Context: an optimization exercise on an open-source flow, tuned for small area, a short achievable clock period and few clock cycles per item. The choices shown serve that exercise and are no tape-out recipe.
Where RTL was checked, it was by simulation tests only, not by an equivalence proof against the original.
Power and IR drop assume default switching activity.

==> exp/nickel <==
==> flow/design.v (excerpt) <==
module wm_haar (
    input  wire        clk,
    input  wire        rst,         
    input  wire        in_valid,
    output wire        in_ready,
    input  wire [63:0] in_x0,
    input  wire [63:0] in_x1,
    input  wire [63:0] in_x2,
    input  wire [63:0] in_x3,
    output wire        out_valid,
    input  wire        out_ready,
    output wire [63:0] out_y0,
    output wire [63:0] out_y1,
    output wire [63:0] out_y2,
    output wire [63:0] out_y3
);
    localparam [9:0] CUTS1 = 10'b1011010100;
    localparam [9:0] CUTS2 = 10'b0001011001;
    localparam integer LAT = ncuts(CUTS1) + ncuts(CUTS2);
    function integer ncuts;
        input [9:0] c;
        integer k;
        begin
            ncuts = 0;
            for (k = 0; k < 10; k = k + 1) ncuts = ncuts + c[k];
        end
    endfunction
    reg         s_valid;    
    reg         o_valid;
    reg         in_rdy;     
    wire        adv = ~s_valid;
    reg  [LAT-1:0] v;
  ...
==> flow/config.mk <==
export PLATFORM = sky130hd
export DESIGN_NAME = wm_haar
export DESIGN_NICKNAME = wm_haar
export VERILOG_FILES = /design/flow/design.v
export SDC_FILE = /design/flow/constraint.sdc
export NUM_CORES = 8
export LEC_CHECK = 0
export ABC_CLOCK_PERIOD_IN_PS = 3000
export CAP_MARGIN = 20
export CORE_MARGIN = 2
export CORE_UTILIZATION = 60
export CTS_CLUSTER_DIAMETER = 110
export CTS_CLUSTER_SIZE = 22
export SETUP_SLACK_MARGIN = 0.5
export SLEW_MARGIN = 20
==> flow/constraint.sdc <==
create_clock -name core_clock -period 22.0 [get_ports {clk}]
set_input_delay 4.4000 -clock core_clock [delete_from_list [all_inputs] [get_ports {clk}]]
set_output_delay 4.4000 -clock core_clock [all_outputs]
set_load 0.01 [all_outputs]
standard.sh (not shown) runs the stock make flow with config.mk's settings and CLKGATE_MAP_FILE= SYNTH_SCRIPT=/design/flow/synth_recipe.tcl, a recipe that flattens the netlist after the stock synthesis.
==> flow/flow/run.sh <==
#!/bin/bash
# Own layout flow: the standard synthesis unchanged, then the standard
# ORFS layout steps with a larger setup slack margin for repair_timing, so
# that the resizer works towards the period the pipeline can reach rather
# than the design's much longer clock period. The SDC is not changed.
# flow/extra.txt may add further ORFS make variables (CTS and port-buffer
# arguments, for instance).
set -uo pipefail
M=$(cat flow/margin.txt)
EXTRA=$(cat flow/extra.txt 2>/dev/null || true)
EXTRA=${EXTRA//&/\\&}
sed -e "s|SETUP_SLACK_MARGIN=[-0-9.]*|SETUP_SLACK_MARGIN=$M $EXTRA|" standard.sh > standard_margin.sh
grep -q "SETUP_SLACK_MARGIN=$M" standard_margin.sh || { echo "margin not set" >&2; exit 1; }
bash standard.sh synth > synth.log 2>&1 || exit 1
bash standard_margin.sh > layout.log 2>&1 || exit 1
==> flow/flow/extra.txt <==
BUFFER_PORTS_ARGS="-buffer_cell sky130_fd_sc_hd__buf_2" MATCH_CELL_FOOTPRINT=0
==> flow/flow/margin.txt <==
16.1
==> exp/xenon: changes against exp/nickel <==
--- a/flow/design.v
+++ b/flow/design.v
@@ -10,30 +10,33 @@
     output wire [63:0] p,
     output wire [63:0] m
 );
     wire [63:0] ai, bi;
     wire        mgt_0;
+    wire        eani, ebni;
     generate if (GT_LATE) begin : gl
         if (CUTS[9]) begin : c9
-            pipe #(.W(128)) rin (.clk(clk), .en(en), .d({a, b}), .q({ai, bi}));
+            pipe #(.W(130)) rin (.clk(clk), .en(en), .d({a, b, |a[62:52], |b[62:52]}), .q({ai, bi, eani, ebni}));
         end else begin : n9
-            assign {ai, bi} = {a, b};
+            assign {ai, bi, eani, ebni} = {a, b, |a[62:52], |b[62:52]};
         end
-        mag_gt #(.N(53)) u_gt (.a({|bi[62:52], bi[51:0]}), .b({|ai[62:52], ai[51:0]}), .gt(mgt_0));
+        mag_gt #(.N(53)) u_gt (.a({ebni, bi[51:0]}), .b({eani, ai[51:0]}), .gt(mgt_0));
     end else begin : ge
         wire mgt_in;
         mag_gt #(.N(53)) u_gt (.a({|b[62:52], b[51:0]}), .b({|a[62:52], a[51:0]}), .gt(mgt_in));
         if (CUTS[9]) begin : c9
             pipe #(.W(129)) rin (.clk(clk), .en(en), .d({a, b, mgt_in}), .q({ai, bi, mgt_0}));
         end else begin : n9
             assign {ai, bi, mgt_0} = {a, b, mgt_in};
         end
+        assign eani = |ai[62:52];
+        assign ebni = |bi[62:52];
     end endgenerate
     wire [10:0] ea = ai[62:52];
     wire [10:0] eb = bi[62:52];
-    wire        ean = |ea;
-    wire        ebn = |eb;
+    wire        ean = eani;
+    wire        ebn = ebni;
     wire [10:0] ea1 = {ea[10:1], ea[0] | ~ean};
     wire [10:0] eb1 = {eb[10:1], eb[0] | ~ebn};
     wire [10:0] dab, dba;
     wire        eswap_0, bnb;
     sub11 u_dab (.x(ea1), .y(eb1), .d(dab), .borrow(eswap_0));
@@ -136,45 +139,47 @@
     end endgenerate
     wire [56:0] fd_6 = (HALF != 0) ? {1'b0, dif_6} : {dif_6, 1'b0};
     wire [56:0] dsh_6;
     nshl57 u_shl (.x(fd_6), .s(lz_6), .y(dsh_6));
     wire [55:0] nsub_6 = dsh_6[56:1];
-    wire [55:0] nadd_7, nsub_7;
-    wire [10:0] eadd_7, ex_7;
-    wire [5:0]  lz_7;
-    wire        wrap_7, zsub_7, sa_7, sb_7, swap_7;
+    wire [10:0] esub_6 = ex_6 - {5'd0, lz_6};
+    wire        radd_6 = nadd_6[2] & (nadd_6[1] | nadd_6[0] | nadd_6[3]);
+    wire        rsub_6 = nsub_6[2] & (nsub_6[1] | nsub_6[0] | nsub_6[3]);
+    wire        wc1_6 = nadd_6[3] & radd_6;
+    wire        wup_6 = (nadd_6[3] ^ radd_6) & (nadd_6[4] ^ wc1_6);
+    wire        ia_6  = wrap_6 ? (wc1_6 | wup_6) : radd_6;
+    wire [52:0] nadd_7, nsub_7;
+    wire [10:0] eadd_7, esub_7;
+    wire        ia_7, rsub_7, wrap_7, zsub_7, sa_7, sb_7, swap_7;
     generate if (CUTS[6]) begin : c6
-        pipe #(.W(56+56+11+11+6+5)) r6 (.clk(clk), .en(en),
-            .d({nadd_6, nsub_6, eadd_6, ex_6, lz_6, wrap_6, zsub_6, sa_6, sb_6, swap_6}),
-            .q({nadd_7, nsub_7, eadd_7, ex_7, lz_7, wrap_7, zsub_7, sa_7, sb_7, swap_7}));
+        pipe #(.W(53+53+11+11+7)) r6 (.clk(clk), .en(en),
+            .d({nadd_6[55:3], nsub_6[55:3], eadd_6, esub_6, ia_6, rsub_6, wrap_6, zsub_6, sa_6, sb_6, swap_6}),
+            .q({nadd_7, nsub_7, eadd_7, esub_7, ia_7, rsub_7, wrap_7, zsub_7, sa_7, sb_7, swap_7}));
     end else begin : n6
-        assign {nadd_7, nsub_7, eadd_7, ex_7, lz_7, wrap_7, zsub_7, sa_7, sb_7, swap_7} = {nadd_6, nsub_6, eadd_6, ex_6, lz_6, wrap_6, zsub_6, sa_6, sb_6, swap_6};
+        assign {nadd_7, nsub_7, eadd_7, esub_7, ia_7, rsub_7, wrap_7, zsub_7, sa_7, sb_7, swap_7} =
+               {nadd_6[55:3], nsub_6[55:3], eadd_6, esub_6, ia_6, rsub_6, wrap_6, zsub_6, sa_6, sb_6, swap_6};
     end endgenerate
-    wire [10:0] esub_7 = ex_7 - {5'd0, lz_7};
-    wire        radd_7 = nadd_7[2] & (nadd_7[1] | nadd_7[0] | nadd_7[3]);
-    wire        rsub_7 = nsub_7[2] & (nsub_7[1] | nsub_7[0] | nsub_7[3]);
-    wire        wc1_7 = nadd_7[3] & radd_7;
-    wire        wup_7 = (nadd_7[3] ^ radd_7) & (nadd_7[4] ^ wc1_7);
-    wire [62:0] fadd_7 = wrap_7 ? {12'd0, nadd_7[54:4]}
-                                : {nadd_7[55] ? eadd_7 : 11'd0, nadd_7[54:3]};
+    wire [62:0] fadd_7 = wrap_7 ? {12'd0, nadd_7[51:1]}
+                                : {nadd_7[52] ? eadd_7 : 11'd0, nadd_7[51:0]};
     wire [62:0] madd0_7, msub0_7;
-    inc63 u_inca (.x(fadd_7), .r(wrap_7 ? (wc1_7 | wup_7) : radd_7), .y(madd0_7));
-    inc63 u_incs (.x({nsub_7[55] ? esub_7 : 11'd0, nsub_7[54:3]}), .r(rsub_7), .y(msub0_7));
+    inc63 u_inca (.x(fadd_7), .r(ia_7), .y(madd0_7));
+    inc63 u_incs (.x({nsub_7[52] ? esub_7 : 11'd0, nsub_7[51:0]}), .r(rsub_7), .y(msub0_7));
     wire [62:0] madd_7 = {madd0_7[62:52] & {11{HALF == 0 || madd0_7[62:52] != 11'h7ff}}, madd0_7[51:0]};
     wire [62:0] msub_7 = {msub0_7[62:52] & {11{HALF == 0 || msub0_7[62:52] != 11'h7ff}}, msub0_7[51:0]};
+    wire        ssub_7 = ~zsub_7 & (sa_7 ^ swap_7);
+    wire        same_7 = ~(sa_7 ^ sb_7);
     wire [62:0] madd_8, msub_8;
-    wire        zsub_8, sa_8, sb_8, swap_8;
+    wire        sa_8, ssub_8, same_8;
     generate if (CUTS[7]) begin : c7
-        pipe #(.W(63+63+4)) r7 (.clk(clk), .en(en),
-            .d({madd_7, msub_7, zsub_7, sa_7, sb_7, swap_7}),
-            .q({madd_8, msub_8, zsub_8, sa_8, sb_8, swap_8}));
+        pipe #(.W(63+63+3)) r7 (.clk(clk), .en(en),
+            .d({madd_7, msub_7, sa_7, ssub_7, same_7}),
+            .q({madd_8, msub_8, sa_8, ssub_8, same_8}));
     end else begin : n7
-        assign {madd_8, msub_8, zsub_8, sa_8, sb_8, swap_8} = {madd_7, msub_7, zsub_7, sa_7, sb_7, swap_7};
+        assign {madd_8, msub_8, sa_8, ssub_8, same_8} = {madd_7, msub_7, sa_7, ssub_7, same_7};
     end endgenerate
     wire [63:0] radd_8 = {sa_8, madd_8};
-    wire [63:0] rsub_8 = {~zsub_8 & (sa_8 ^ swap_8), msub_8};
-    wire        same_8 = ~(sa_8 ^ sb_8);
+    wire [63:0] rsub_8 = {ssub_8, msub_8};
     generate if (CUTS[8]) begin : c8
         pipe #(.W(128)) r8 (.clk(clk), .en(en),
             .d({same_8 ? radd_8 : rsub_8, same_8 ? rsub_8 : radd_8}),
             .q({p, m}));
     end else begin : n8
@@ -243,11 +248,11 @@
 ) (
     input  wire [N-1:0] g,
     input  wire [N-1:0] p,
     output wire [N-1:0] c
 );
-    localparam L = $clog2(N);
+    localparam L = (N <= 2) ? 1 : (N <= 4) ? 2 : (N <= 8) ? 3 : (N <= 16) ? 4 : (N <= 32) ? 5 : (N <= 64) ? 6 : 7;
     wire [N-1:0] gl [0:L];
     wire [N-1:0] pl [0:L];
     assign gl[0] = g;
     assign pl[0] = p;
     genvar l, i;
@@ -331,11 +336,11 @@
     parameter N = 64
 ) (
     input  wire [N-1:0] x,
     output wire [N-1:0] c
 );
-    localparam L = $clog2(N);
+    localparam L = (N <= 2) ? 1 : (N <= 4) ? 2 : (N <= 8) ? 3 : (N <= 16) ? 4 : (N <= 32) ? 5 : (N <= 64) ? 6 : 7;
     wire [N-1:0] pl [0:L];
     assign pl[0] = x;
     genvar l, i;
     generate for (l = 0; l < L; l = l + 1) begin : lv
         for (i = 0; i < N; i = i + 1) begin : bt
@@ -385,12 +390,12 @@
     output wire [63:0] out_y0,
     output wire [63:0] out_y1,
     output wire [63:0] out_y2,
     output wire [63:0] out_y3
 );
-    localparam [9:0] CUTS1 = 10'b1011010100;
-    localparam [9:0] CUTS2 = 10'b0001011001;
+    localparam [9:0] CUTS1 = 10'b1101010100;
+    localparam [9:0] CUTS2 = 10'b0001010100;
     localparam integer LAT = ncuts(CUTS1) + ncuts(CUTS2);
     function integer ncuts;
         input [9:0] c;
         integer k;
         begin
==> flow/flow/margin.txt (replaced) <==
16.15
--- a/flow/config.mk
+++ b/flow/config.mk
@@ -3,11 +3,11 @@
 export DESIGN_NICKNAME = wm_haar
 export VERILOG_FILES = /design/flow/design.v
 export SDC_FILE = /design/flow/constraint.sdc
 export NUM_CORES = 8
 export LEC_CHECK = 0
-export ABC_CLOCK_PERIOD_IN_PS = 3000
+export ABC_AREA = 1
 export CAP_MARGIN = 20
 export CORE_MARGIN = 2
 export CORE_UTILIZATION = 60
 export CTS_CLUSTER_DIAMETER = 110
 export CTS_CLUSTER_SIZE = 22
==> summary.txt <==
metric                                                   exp/nickel          exp/xenon
RD Place Congestion                                            1.05               1.07
Achievable Freq                                             170 MHz            168 MHz
Top-area cell type share of the netlist area                  44.4%              40.6%
M3 GR Usage                                                   3.74%              4.37%
Met2 Usage GRT                                                57.3%              60.8%
Multi-input gate share of the layout cell area                46.0%              45.8%
Result of the run                                    finished clean     finished clean
Synthesized-area fraction occupied by adder cells             6.13%              6.31%
Clock period minus worst slack                              5.88 ns            5.97 ns
Top layer reached by signal wires                              met4               met5
Capture point of the worst reg-to-reg path         u_a01.c2.r2.q[3]  u_a23.c2.r2.q[24]
Final core area utilization                                   64.6%              64.1%
Sequential share of power                                     43.2%              38.5%
Clock network share of area                                   2.52%              2.43%
Actual transition at the worst max-transition pin           1.23 ns            1.27 ns
Antenna diode count                                               8                 14
Overall routed net length                                 543000 um          563000 um
Number of setup buffers added after CTS                          22                  3
Final worst path period share                                 26.7%              27.1%
Testbench counts of exp/xenon, summed over its fixed seeds: cycles 32,072, items 32,000.
Function not checked in exp/nickel: the RTL went through the layout flow alone.

## static timing again, ports no longer ideal
The flow's constraints put no driver on any port. The routed layouts listed below were extracted and timed again, unchanged, in two steps.
Step 1 (the two cells are an assumption about what drives the block):
set clk [get_ports {clk}]
set_driving_cell -lib_cell sky130_fd_sc_hd__clkbuf_16 $clk
set_driving_cell -lib_cell sky130_fd_sc_hd__buf_2 [delete_from_list [all_inputs] $clk]
Step 2 also shifts input and output timing later by t, the mid clock arrival at the registers, as if the neighbouring blocks saw the same clock.
Slacks: ideal / step 1 / step 2; pairs: ideal / step 1.
run	t (ns)	slack for setup (ns)	pins driven straight from the clock port
exp/nickel	1.005	16.116 / 16.008 / 15.482	1
exp/xenon	0.978	16.033 / 15.928 / 15.476	1
After both steps every run listed still meets setup and hold. For exp/nickel, which loses most, drivers alone change the setup slack by -0.108 ns; drivers and shift together by -0.634 ns.
